From an optimization exercise on the open Yosys and OpenROAD flow, aimed at small area, a short achievable clock period and few clock cycles; shortcuts taken in it are not production practice. Function was checked by simulation only, so behaviour that the tests miss may differ from the original. Power figures rest on the tool's default switching activity, not on a simulated workload.

==> run a <==
==> flow/design.v (excerpt) <==
module plc_core (
    input  wire        clk,
    input  wire        rst,
    input  wire        scan_start,
    input  wire [15:0] raw_di,
    output wire        busy,
    output reg         done,
    output reg  [15:0] raw_do,
    output reg  [15:0] imem_addr,
    input  wire [31:0] imem_rdata,
    input  wire        host_valid,
    input  wire [3:0]  host_op,
    input  wire [7:0]  host_idx,
    input  wire        host_val,
    output reg  [63:0] host_rdata,
    output reg         host_bad
);
Settings: LEC_CHECK=0, CAP_MARGIN=20, CORE_MARGIN=2, CORE_UTILIZATION=60, PLACE_DENSITY=0.75, SLEW_MARGIN=20; clock period 10.0 ns.
standard.sh (not shown) runs the stock make flow with config.mk's settings and CLKGATE_MAP_FILE= SYNTH_SCRIPT=/design/flow/synth_recipe.tcl, a recipe that flattens the netlist after the stock synthesis.
==> flow/flow/run.sh <==
#!/bin/bash
set -euo pipefail
MARGIN=$(cat flow/margin.txt)
bash standard.sh synth > synth.log 2>&1
bash standard.sh SETUP_SLACK_MARGIN=$MARGIN finish > layout.log 2>&1
==> flow/flow/margin.txt <==
6.5
==> run b (differences from run a) <==
--- a/flow/design.v
+++ b/flow/design.v
@@ -75,14 +75,17 @@
     reg        p_needacc, p_bad, p_sr_m3, p_hi;
     reg [3:0]  p_serr;
     reg [15:0] n_base, n_len, n_idx;
     reg [1:0]  n_st;
     reg        n_wrap;            
     reg        nr_v, nr_pend;
     reg [15:0] n_rung;
+    reg [9:0]  cb [0:7];
+    reg [3:0]  cl [0:7];
+    reg [7:0]  cv;
     reg [15:0] e_base, e_len, ri, pc1;   
     reg        e_last;            
     reg        f_last;            
     reg [6:0]  steps;
     reg        e_on;
     reg        acc_e;             
     reg [2:0]  acc_c;             
@@ -155,15 +158,17 @@
         case (ir[29:28])
             2'b01:   comb_r = acc_t &  opnd;    
             2'b10:   comb_r = acc_t |  opnd;    
             2'b11:   comb_r = acc_t & ~opnd;    
             default: comb_r = acc_t | ~opnd;    
         endcase
     end
-    wire        tgt_bad  = p_hi | (ix[15:0] >= e_len);
+    wire [16:0] tgt_rem  = {1'b0, e_len} + {1'b0, ~ix[15:0]};
+    wire        tgt_bad  = p_hi | ~tgt_rem[16];
+    wire        tgt_last = (tgt_rem[15:0] == 16'd0);
     wire        wr_ok    = ~steps[6] & ~p_bad & ~(p_needacc & acc_e) & ~(p_sr_m3 & acc_t);
     wire        ex_ok    = wr_ok & ~(p_jmp & tgt_bad);
     reg [3:0] ex_err;
     always @(*) begin
         if (steps[6])                    ex_err = E_PROG;
         else if (p_serr != E_NONE)       ex_err = p_serr;
         else if (p_jmp & tgt_bad)        ex_err = E_PROG;
@@ -202,16 +207,22 @@
     wire        f_more   = f_on & ~f_last;
     wire        wrapf    = f_next & n_wrap;
     wire        seq_ok   = f_more & (~wrapf | f_first | accept_run);
     wire        start_ok = ~f_more & ~f_next & n_valid;
     wire        rd_desc  = (r_kind == FK_DESC);
     wire        rd_len_nz = (imem_rdata[15:0] != 16'd0);
     wire        byp_ok   = rd_desc & ~f_more & ~f_next;    
-    wire        desc_ok  = (n_st == NS_NEED) & ~n_wrap;
-    wire        prep_ok  = (n_st == NS_NEED) & n_wrap;
+    wire        c_hit    = (n_idx[15:3] == 13'd0) & cv[n_idx[2:0]];
+    wire [9:0]  c_base   = cb[n_idx[2:0]];
+    wire [3:0]  c_len    = cl[n_idx[2:0]];
+    wire        c_fill   = rd_desc & (n_idx[15:3] == 13'd0)
+                           & (imem_rdata[31:26] == 6'd0) & (imem_rdata[15:4] == 12'd0);
+    wire        n_need   = (n_st == NS_NEED);
+    wire        desc_ok  = n_need & ~c_hit & ~n_wrap;
+    wire        prep_ok  = n_need & ~c_hit & n_wrap;
     wire        ir_free  = ~ir_v | ex_fire;
     wire [15:0] n_idx_inc = n_idx + 16'd1;
     wire        n_idx_last = (n_idx_inc == n_rung);
     wire [4:0] delta_new = {(state != p_state) | (err != p_err),
                             ticked | (t_start != p_t_start),
                             (m0 != p_m0) | (m1 != p_m1) | (m2 != p_m2),
                             (do_q != p_do_q),
@@ -330,14 +341,15 @@
             f_on         <= 1'b0;
             f_next       <= 1'b0;
             ir_v         <= 1'b0;
             n_idx        <= 16'd0;
             n_st         <= NS_PEND;
             n_wrap       <= 1'b1;
             nr_v         <= 1'b0;
+            cv           <= 8'd0;
             nr_pend      <= 1'b0;
             steps        <= 7'd0;
             e_on         <= 1'b0;
             acc_e        <= 1'b1;
             acc_t        <= 1'b0;
         end else begin
             done <= 1'b0;
@@ -520,20 +532,30 @@
                     n_idx  <= n_idx_inc;
                     n_st   <= NS_NEED;
                 end
             end else if (ex_switch) begin
                 n_idx  <= n_idx_inc;
                 n_st   <= n_idx_last ? NS_NONE : NS_NEED;
                 n_wrap <= 1'b0;
+            end else if (n_need && c_hit) begin
+                if (c_len != 4'd0) begin
+                    n_st   <= NS_VALID;
+                end else if (n_idx_last) begin
+                    n_st   <= NS_NONE;
+                end else begin
+                    n_idx  <= n_idx_inc;
+                    n_st   <= NS_NEED;
+                end
             end else if (n_st == NS_NONE && !n_wrap) begin
                 n_idx  <= 16'd0;
                 n_wrap <= 1'b1;
                 n_st   <= (n_rung == 16'd0) ? NS_NONE : NS_NEED;
             end
             if (accept_run && !n_valid) n_wrap <= 1'b0;
+            if (c_fill) cv[n_idx[2:0]] <= 1'b1;
             if (ir_free) begin
                 ir_v      <= (r_kind == FK_INS);
             end
             r_kind <= (r_kind == FK_INS && !ir_free) ? r_kind : f_kind;
             f_kind <= FK_NONE;
             if (ex_switch) f_next <= 1'b0;
             if (ex_flush) begin
@@ -575,15 +597,15 @@
         end
     end
     always @(posedge clk) begin
         host_rdata <= h_data;
         host_bad   <= h_bad;
         if (ex_fire) begin
             pc1    <= taken ? tgt_inc : pc1 + 16'd1;
-            e_last <= taken ? (tgt_inc == e_len) : (pc1 + 16'd1 == e_len);
+            e_last <= taken ? tgt_last : (pc1 + 16'd1 == e_len);
             if (p_ld)   acc_c <= p_ldm ? opnd_c : (opnd ? VC_1 : VC_0);
             if (p_comb) acc_c <= comb_r ? VC_1 : VC_0;
         end
         if (ex_switch) begin
             e_base <= n_base;
             e_len  <= n_len;
             ri     <= n_idx;
@@ -591,14 +613,21 @@
             e_last <= (n_len == 16'd1);
         end
         if (r_kind == FK_NR)
             n_rung <= imem_rdata[15:0];
         if (rd_desc) begin
             n_base <= imem_rdata[31:16];
             n_len  <= imem_rdata[15:0];
+        end else if (n_need) begin
+            n_base <= {6'd0, c_base};
+            n_len  <= {12'd0, c_len};
+        end
+        if (c_fill) begin
+            cb[n_idx[2:0]] <= imem_rdata[25:16];
+            cl[n_idx[2:0]] <= imem_rdata[3:0];
         end
         if (ir_free) begin
             ir        <= imem_rdata;
             p_ld      <= (d_op == OP_LD);
             p_ldm     <= (d_op == OP_LD) & d_km;
             p_jmp     <= (d_op == OP_JMP);
             p_comb    <= (d_op >= OP_AND) & (d_op <= OP_ORN);
@@ -612,17 +641,17 @@
             p_bad     <= (d_serr != E_NONE) | (d_st & d_km & d_i3);
             p_sr_m3   <= d_sr & d_km & d_i3;
             p_hi      <= (imem_rdata[23:16] != 8'd0);
         end
         if (redirect) begin
             imem_addr <= jt_addr;
             f_addr    <= jt_addr;
-            f_rem     <= e_len + ~ix[15:0];
+            f_rem     <= tgt_rem[15:0];
             f_first   <= (ix[15:0] == 16'd0);
-            f_last    <= (tgt_inc == e_len);
+            f_last    <= tgt_last;
         end else if (desc_ok) begin
             imem_addr <= n_idx_inc;
         end else if (seq_ok) begin
             imem_addr <= f_addr + 16'd1;
             f_addr    <= f_addr + 16'd1;
             f_rem     <= f_rem - 16'd1;
             f_first   <= 1'b0;
Settings changed: CORE_UTILIZATION 60 to 50, CTS_CLUSTER_DIAMETER from default to 60, CTS_CLUSTER_SIZE from default to 25, PLACE_DENSITY 0.75 to 0.7.
==> run c (differences from run a) <==
--- a/flow/design.v
+++ b/flow/design.v
@@ -75,14 +75,17 @@
     reg        p_needacc, p_bad, p_sr_m3, p_hi;
     reg [3:0]  p_serr;
     reg [15:0] n_base, n_len, n_idx;
     reg [1:0]  n_st;
     reg        n_wrap;            
     reg        nr_v, nr_pend;
     reg [15:0] n_rung;
+    reg [9:0]  cb [0:7];
+    reg [3:0]  cl [0:7];
+    reg [7:0]  cv;
     reg [15:0] e_base, e_len, ri, pc1;   
     reg        e_last;            
     reg        f_last;            
     reg [6:0]  steps;
     reg        e_on;
     reg        acc_e;             
     reg [2:0]  acc_c;             
@@ -155,15 +158,17 @@
         case (ir[29:28])
             2'b01:   comb_r = acc_t &  opnd;    
             2'b10:   comb_r = acc_t |  opnd;    
             2'b11:   comb_r = acc_t & ~opnd;    
             default: comb_r = acc_t | ~opnd;    
         endcase
     end
-    wire        tgt_bad  = p_hi | (ix[15:0] >= e_len);
+    wire [16:0] tgt_rem  = {1'b0, e_len} + {1'b0, ~ix[15:0]};
+    wire        tgt_bad  = p_hi | ~tgt_rem[16];
+    wire        tgt_last = (tgt_rem[15:0] == 16'd0);
     wire        wr_ok    = ~steps[6] & ~p_bad & ~(p_needacc & acc_e) & ~(p_sr_m3 & acc_t);
     wire        ex_ok    = wr_ok & ~(p_jmp & tgt_bad);
     reg [3:0] ex_err;
     always @(*) begin
         if (steps[6])                    ex_err = E_PROG;
         else if (p_serr != E_NONE)       ex_err = p_serr;
         else if (p_jmp & tgt_bad)        ex_err = E_PROG;
@@ -201,17 +206,22 @@
     wire [63:0] acc_val = resolve(acc_c, m0, m1, m2);
     wire        f_more   = f_on & ~f_last;
     wire        wrapf    = f_next & n_wrap;
     wire        seq_ok   = f_more & (~wrapf | f_first | accept_run);
     wire        start_ok = ~f_more & ~f_next & n_valid;
     wire        rd_desc  = (r_kind == FK_DESC);
     wire        rd_len_nz = (imem_rdata[15:0] != 16'd0);
-    wire        byp_ok   = rd_desc & ~f_more & ~f_next;    
-    wire        desc_ok  = (n_st == NS_NEED) & ~n_wrap;
-    wire        prep_ok  = (n_st == NS_NEED) & n_wrap;
+    wire        c_hit    = (n_idx[15:3] == 13'd0) & cv[n_idx[2:0]];
+    wire [9:0]  c_base   = cb[n_idx[2:0]];
+    wire [3:0]  c_len    = cl[n_idx[2:0]];
+    wire        c_fill   = rd_desc & (n_idx[15:3] == 13'd0)
+                           & (imem_rdata[31:26] == 6'd0) & (imem_rdata[15:4] == 12'd0);
+    wire        n_need   = (n_st == NS_NEED);
+    wire        desc_ok  = n_need & ~c_hit & ~n_wrap;
+    wire        prep_ok  = n_need & ~c_hit & n_wrap;
     wire        ir_free  = ~ir_v | ex_fire;
     wire [15:0] n_idx_inc = n_idx + 16'd1;
     wire        n_idx_last = (n_idx_inc == n_rung);
     wire [4:0] delta_new = {(state != p_state) | (err != p_err),
                             ticked | (t_start != p_t_start),
                             (m0 != p_m0) | (m1 != p_m1) | (m2 != p_m2),
                             (do_q != p_do_q),
@@ -330,14 +340,15 @@
             f_on         <= 1'b0;
             f_next       <= 1'b0;
             ir_v         <= 1'b0;
             n_idx        <= 16'd0;
             n_st         <= NS_PEND;
             n_wrap       <= 1'b1;
             nr_v         <= 1'b0;
+            cv           <= 8'd0;
             nr_pend      <= 1'b0;
             steps        <= 7'd0;
             e_on         <= 1'b0;
             acc_e        <= 1'b1;
             acc_t        <= 1'b0;
         end else begin
             done <= 1'b0;
@@ -520,20 +531,30 @@
                     n_idx  <= n_idx_inc;
                     n_st   <= NS_NEED;
                 end
             end else if (ex_switch) begin
                 n_idx  <= n_idx_inc;
                 n_st   <= n_idx_last ? NS_NONE : NS_NEED;
                 n_wrap <= 1'b0;
+            end else if (n_need && c_hit) begin
+                if (c_len != 4'd0) begin
+                    n_st   <= NS_VALID;
+                end else if (n_idx_last) begin
+                    n_st   <= NS_NONE;
+                end else begin
+                    n_idx  <= n_idx_inc;
+                    n_st   <= NS_NEED;
+                end
             end else if (n_st == NS_NONE && !n_wrap) begin
                 n_idx  <= 16'd0;
                 n_wrap <= 1'b1;
                 n_st   <= (n_rung == 16'd0) ? NS_NONE : NS_NEED;
             end
             if (accept_run && !n_valid) n_wrap <= 1'b0;
+            if (c_fill) cv[n_idx[2:0]] <= 1'b1;
             if (ir_free) begin
                 ir_v      <= (r_kind == FK_INS);
             end
             r_kind <= (r_kind == FK_INS && !ir_free) ? r_kind : f_kind;
             f_kind <= FK_NONE;
             if (ex_switch) f_next <= 1'b0;
             if (ex_flush) begin
@@ -551,20 +572,14 @@
                 f_on      <= 1'b1;
                 f_next    <= 1'b0;
             end else if (desc_ok) begin
                 f_kind    <= FK_DESC;
                 n_st      <= NS_PEND;
             end else if (seq_ok) begin
                 f_kind    <= FK_INS;
-            end else if (byp_ok) begin
-                if (rd_len_nz) begin
-                    f_kind    <= FK_INS;
-                    f_on      <= 1'b1;
-                    f_next    <= 1'b1;
-                end
             end else if (start_ok) begin
                 f_kind    <= FK_INS;
                 f_on      <= 1'b1;
                 f_next    <= ~ex_switch;
             end else if (prep_ok) begin
                 f_kind    <= FK_DESC;
                 n_st      <= NS_PEND;
@@ -575,15 +590,15 @@
         end
     end
     always @(posedge clk) begin
         host_rdata <= h_data;
         host_bad   <= h_bad;
         if (ex_fire) begin
             pc1    <= taken ? tgt_inc : pc1 + 16'd1;
-            e_last <= taken ? (tgt_inc == e_len) : (pc1 + 16'd1 == e_len);
+            e_last <= taken ? tgt_last : (pc1 + 16'd1 == e_len);
             if (p_ld)   acc_c <= p_ldm ? opnd_c : (opnd ? VC_1 : VC_0);
             if (p_comb) acc_c <= comb_r ? VC_1 : VC_0;
         end
         if (ex_switch) begin
             e_base <= n_base;
             e_len  <= n_len;
             ri     <= n_idx;
@@ -591,14 +606,21 @@
             e_last <= (n_len == 16'd1);
         end
         if (r_kind == FK_NR)
             n_rung <= imem_rdata[15:0];
         if (rd_desc) begin
             n_base <= imem_rdata[31:16];
             n_len  <= imem_rdata[15:0];
+        end else if (n_need) begin
+            n_base <= {6'd0, c_base};
+            n_len  <= {12'd0, c_len};
+        end
+        if (c_fill) begin
+            cb[n_idx[2:0]] <= imem_rdata[25:16];
+            cl[n_idx[2:0]] <= imem_rdata[3:0];
         end
         if (ir_free) begin
             ir        <= imem_rdata;
             p_ld      <= (d_op == OP_LD);
             p_ldm     <= (d_op == OP_LD) & d_km;
             p_jmp     <= (d_op == OP_JMP);
             p_comb    <= (d_op >= OP_AND) & (d_op <= OP_ORN);
@@ -612,31 +634,25 @@
             p_bad     <= (d_serr != E_NONE) | (d_st & d_km & d_i3);
             p_sr_m3   <= d_sr & d_km & d_i3;
             p_hi      <= (imem_rdata[23:16] != 8'd0);
         end
         if (redirect) begin
             imem_addr <= jt_addr;
             f_addr    <= jt_addr;
-            f_rem     <= e_len + ~ix[15:0];
+            f_rem     <= tgt_rem[15:0];
             f_first   <= (ix[15:0] == 16'd0);
-            f_last    <= (tgt_inc == e_len);
+            f_last    <= tgt_last;
         end else if (desc_ok) begin
             imem_addr <= n_idx_inc;
         end else if (seq_ok) begin
             imem_addr <= f_addr + 16'd1;
             f_addr    <= f_addr + 16'd1;
             f_rem     <= f_rem - 16'd1;
             f_first   <= 1'b0;
             f_last    <= (f_rem == 16'd1);
-        end else if (byp_ok) begin
-            imem_addr <= imem_rdata[31:16];
-            f_addr    <= imem_rdata[31:16];
-            f_rem     <= imem_rdata[15:0] - 16'd1;
-            f_first   <= 1'b1;
-            f_last    <= (imem_rdata[15:1] == 15'd0);    
         end else if (start_ok) begin
             imem_addr <= n_base;
             f_addr    <= n_base;
             f_rem     <= n_len - 16'd1;
             f_first   <= 1'b1;
             f_last    <= (n_len == 16'd1);
         end else if (prep_ok) begin
Settings changed: CORE_UTILIZATION 60 to 40, CTS_CLUSTER_DIAMETER from default to 60, CTS_CLUSTER_SIZE from default to 25, PLACE_DENSITY 0.75 to 0.6.
==> run d (differences from run a) <==
--- a/flow/design.v
+++ b/flow/design.v
@@ -75,14 +75,17 @@
     reg        p_needacc, p_bad, p_sr_m3, p_hi;
     reg [3:0]  p_serr;
     reg [15:0] n_base, n_len, n_idx;
     reg [1:0]  n_st;
     reg        n_wrap;            
     reg        nr_v, nr_pend;
     reg [15:0] n_rung;
+    reg [9:0]  cb [0:7];
+    reg [3:0]  cl [0:7];
+    reg [7:0]  cv;
     reg [15:0] e_base, e_len, ri, pc1;   
     reg        e_last;            
     reg        f_last;            
     reg [6:0]  steps;
     reg        e_on;
     reg        acc_e;             
     reg [2:0]  acc_c;             
@@ -155,15 +158,17 @@
         case (ir[29:28])
             2'b01:   comb_r = acc_t &  opnd;    
             2'b10:   comb_r = acc_t |  opnd;    
             2'b11:   comb_r = acc_t & ~opnd;    
             default: comb_r = acc_t | ~opnd;    
         endcase
     end
-    wire        tgt_bad  = p_hi | (ix[15:0] >= e_len);
+    wire [16:0] tgt_rem  = {1'b0, e_len} + {1'b0, ~ix[15:0]};
+    wire        tgt_bad  = p_hi | ~tgt_rem[16];
+    wire        tgt_last = (tgt_rem[15:0] == 16'd0);
     wire        wr_ok    = ~steps[6] & ~p_bad & ~(p_needacc & acc_e) & ~(p_sr_m3 & acc_t);
     wire        ex_ok    = wr_ok & ~(p_jmp & tgt_bad);
     reg [3:0] ex_err;
     always @(*) begin
         if (steps[6])                    ex_err = E_PROG;
         else if (p_serr != E_NONE)       ex_err = p_serr;
         else if (p_jmp & tgt_bad)        ex_err = E_PROG;
@@ -202,16 +207,22 @@
     wire        f_more   = f_on & ~f_last;
     wire        wrapf    = f_next & n_wrap;
     wire        seq_ok   = f_more & (~wrapf | f_first | accept_run);
     wire        start_ok = ~f_more & ~f_next & n_valid;
     wire        rd_desc  = (r_kind == FK_DESC);
     wire        rd_len_nz = (imem_rdata[15:0] != 16'd0);
     wire        byp_ok   = rd_desc & ~f_more & ~f_next;    
-    wire        desc_ok  = (n_st == NS_NEED) & ~n_wrap;
-    wire        prep_ok  = (n_st == NS_NEED) & n_wrap;
+    wire        c_hit    = (n_idx[15:3] == 13'd0) & cv[n_idx[2:0]];
+    wire [9:0]  c_base   = cb[n_idx[2:0]];
+    wire [3:0]  c_len    = cl[n_idx[2:0]];
+    wire        c_fill   = rd_desc & (n_idx[15:3] == 13'd0)
+                           & (imem_rdata[31:26] == 6'd0) & (imem_rdata[15:4] == 12'd0);
+    wire        n_need   = (n_st == NS_NEED);
+    wire        desc_ok  = n_need & ~c_hit & ~n_wrap;
+    wire        prep_ok  = n_need & ~c_hit & n_wrap;
     wire        ir_free  = ~ir_v | ex_fire;
     wire [15:0] n_idx_inc = n_idx + 16'd1;
     wire        n_idx_last = (n_idx_inc == n_rung);
     wire [4:0] delta_new = {(state != p_state) | (err != p_err),
                             ticked | (t_start != p_t_start),
                             (m0 != p_m0) | (m1 != p_m1) | (m2 != p_m2),
                             (do_q != p_do_q),
@@ -330,14 +341,15 @@
             f_on         <= 1'b0;
             f_next       <= 1'b0;
             ir_v         <= 1'b0;
             n_idx        <= 16'd0;
             n_st         <= NS_PEND;
             n_wrap       <= 1'b1;
             nr_v         <= 1'b0;
+            cv           <= 8'd0;
             nr_pend      <= 1'b0;
             steps        <= 7'd0;
             e_on         <= 1'b0;
             acc_e        <= 1'b1;
             acc_t        <= 1'b0;
         end else begin
             done <= 1'b0;
@@ -520,20 +532,30 @@
                     n_idx  <= n_idx_inc;
                     n_st   <= NS_NEED;
                 end
             end else if (ex_switch) begin
                 n_idx  <= n_idx_inc;
                 n_st   <= n_idx_last ? NS_NONE : NS_NEED;
                 n_wrap <= 1'b0;
+            end else if (n_need && c_hit) begin
+                if (c_len != 4'd0) begin
+                    n_st   <= NS_VALID;
+                end else if (n_idx_last) begin
+                    n_st   <= NS_NONE;
+                end else begin
+                    n_idx  <= n_idx_inc;
+                    n_st   <= NS_NEED;
+                end
             end else if (n_st == NS_NONE && !n_wrap) begin
                 n_idx  <= 16'd0;
                 n_wrap <= 1'b1;
                 n_st   <= (n_rung == 16'd0) ? NS_NONE : NS_NEED;
             end
             if (accept_run && !n_valid) n_wrap <= 1'b0;
+            if (c_fill) cv[n_idx[2:0]] <= 1'b1;
             if (ir_free) begin
                 ir_v      <= (r_kind == FK_INS);
             end
             r_kind <= (r_kind == FK_INS && !ir_free) ? r_kind : f_kind;
             f_kind <= FK_NONE;
             if (ex_switch) f_next <= 1'b0;
             if (ex_flush) begin
@@ -575,15 +597,15 @@
         end
     end
     always @(posedge clk) begin
         host_rdata <= h_data;
         host_bad   <= h_bad;
         if (ex_fire) begin
             pc1    <= taken ? tgt_inc : pc1 + 16'd1;
-            e_last <= taken ? (tgt_inc == e_len) : (pc1 + 16'd1 == e_len);
+            e_last <= taken ? tgt_last : (pc1 + 16'd1 == e_len);
             if (p_ld)   acc_c <= p_ldm ? opnd_c : (opnd ? VC_1 : VC_0);
             if (p_comb) acc_c <= comb_r ? VC_1 : VC_0;
         end
         if (ex_switch) begin
             e_base <= n_base;
             e_len  <= n_len;
             ri     <= n_idx;
@@ -591,14 +613,21 @@
             e_last <= (n_len == 16'd1);
         end
         if (r_kind == FK_NR)
             n_rung <= imem_rdata[15:0];
         if (rd_desc) begin
             n_base <= imem_rdata[31:16];
             n_len  <= imem_rdata[15:0];
+        end else if (n_need) begin
+            n_base <= {6'd0, c_base};
+            n_len  <= {12'd0, c_len};
+        end
+        if (c_fill) begin
+            cb[n_idx[2:0]] <= imem_rdata[25:16];
+            cl[n_idx[2:0]] <= imem_rdata[3:0];
         end
         if (ir_free) begin
             ir        <= imem_rdata;
             p_ld      <= (d_op == OP_LD);
             p_ldm     <= (d_op == OP_LD) & d_km;
             p_jmp     <= (d_op == OP_JMP);
             p_comb    <= (d_op >= OP_AND) & (d_op <= OP_ORN);
@@ -612,17 +641,17 @@
             p_bad     <= (d_serr != E_NONE) | (d_st & d_km & d_i3);
             p_sr_m3   <= d_sr & d_km & d_i3;
             p_hi      <= (imem_rdata[23:16] != 8'd0);
         end
         if (redirect) begin
             imem_addr <= jt_addr;
             f_addr    <= jt_addr;
-            f_rem     <= e_len + ~ix[15:0];
+            f_rem     <= tgt_rem[15:0];
             f_first   <= (ix[15:0] == 16'd0);
-            f_last    <= (tgt_inc == e_len);
+            f_last    <= tgt_last;
         end else if (desc_ok) begin
             imem_addr <= n_idx_inc;
         end else if (seq_ok) begin
             imem_addr <= f_addr + 16'd1;
             f_addr    <= f_addr + 16'd1;
             f_rem     <= f_rem - 16'd1;
             f_first   <= 1'b0;
Settings changed: CTS_CLUSTER_DIAMETER from default to 60, CTS_CLUSTER_SIZE from default to 25.
==> summary of the runs <==
Non-clock buffer count: run a < run b < run d < run c.
Synthesized cell count: run b is larger than run c (0.79%).
The highest setup slack belongs to run b, the lowest to run c.
The lowest clock-buffer cell count belongs to run d, the highest to run a.
In run d the combinational power is larger than in run b, by about 7%.
The lowest global-route usage belongs to run c, the highest to run a.
First-iteration DRC count, highest first: run a, run d, run b, run c.
Testbench counts of run a, summed over its fixed seeds: cycles 110,462.
Testbench counts of run b, summed over its fixed seeds: cycles 99,523.
Testbench counts of run c, summed over its fixed seeds: cycles 99,536.
Testbench counts of run d, summed over its fixed seeds: cycles 99,523.

[port drivers added, routing unchanged]
The results above use ideal ports. As a check the final layouts listed here were re-extracted and re-timed, cells and wires unchanged. Step 1 assumes that a clkbuf_16 drives the clock port and a buf_2 every other input. Step 2 also shifts input and output timing later by t, the mid clock arrival at the registers, as if the neighbouring blocks saw the same clock. a / b / c = no drivers / after step 1 / after step 2; a / b = the first two.
run | t, ns | slack for setup (ns) | hold slack, ns | latest minus earliest clock arrival (ns) | cell pins on the clock port's net
run a | 0.811 | 6.391 / 6.391 / 5.728 | 0.458 / 0.458 / 0.458 | 0.041 / 0.042 | 1
run b | 0.831 | 6.476 / 6.406 / 5.637 | 0.456 / 0.456 / 0.456 | 0.042 / 0.042 | 1
run c | 0.841 | 6.225 / 6.260 / 5.420 | 0.455 / 0.455 / 0.455 | 0.055 / 0.055 | 1
run d | 0.801 | 6.370 / 6.370 / 5.657 | 0.456 / 0.456 / 0.456 | 0.038 / 0.038 | 1
After both steps every run listed still meets setup and hold. For run b, which loses most, drivers alone change the setup slack by -0.070 ns; drivers and shift together by -0.839 ns.
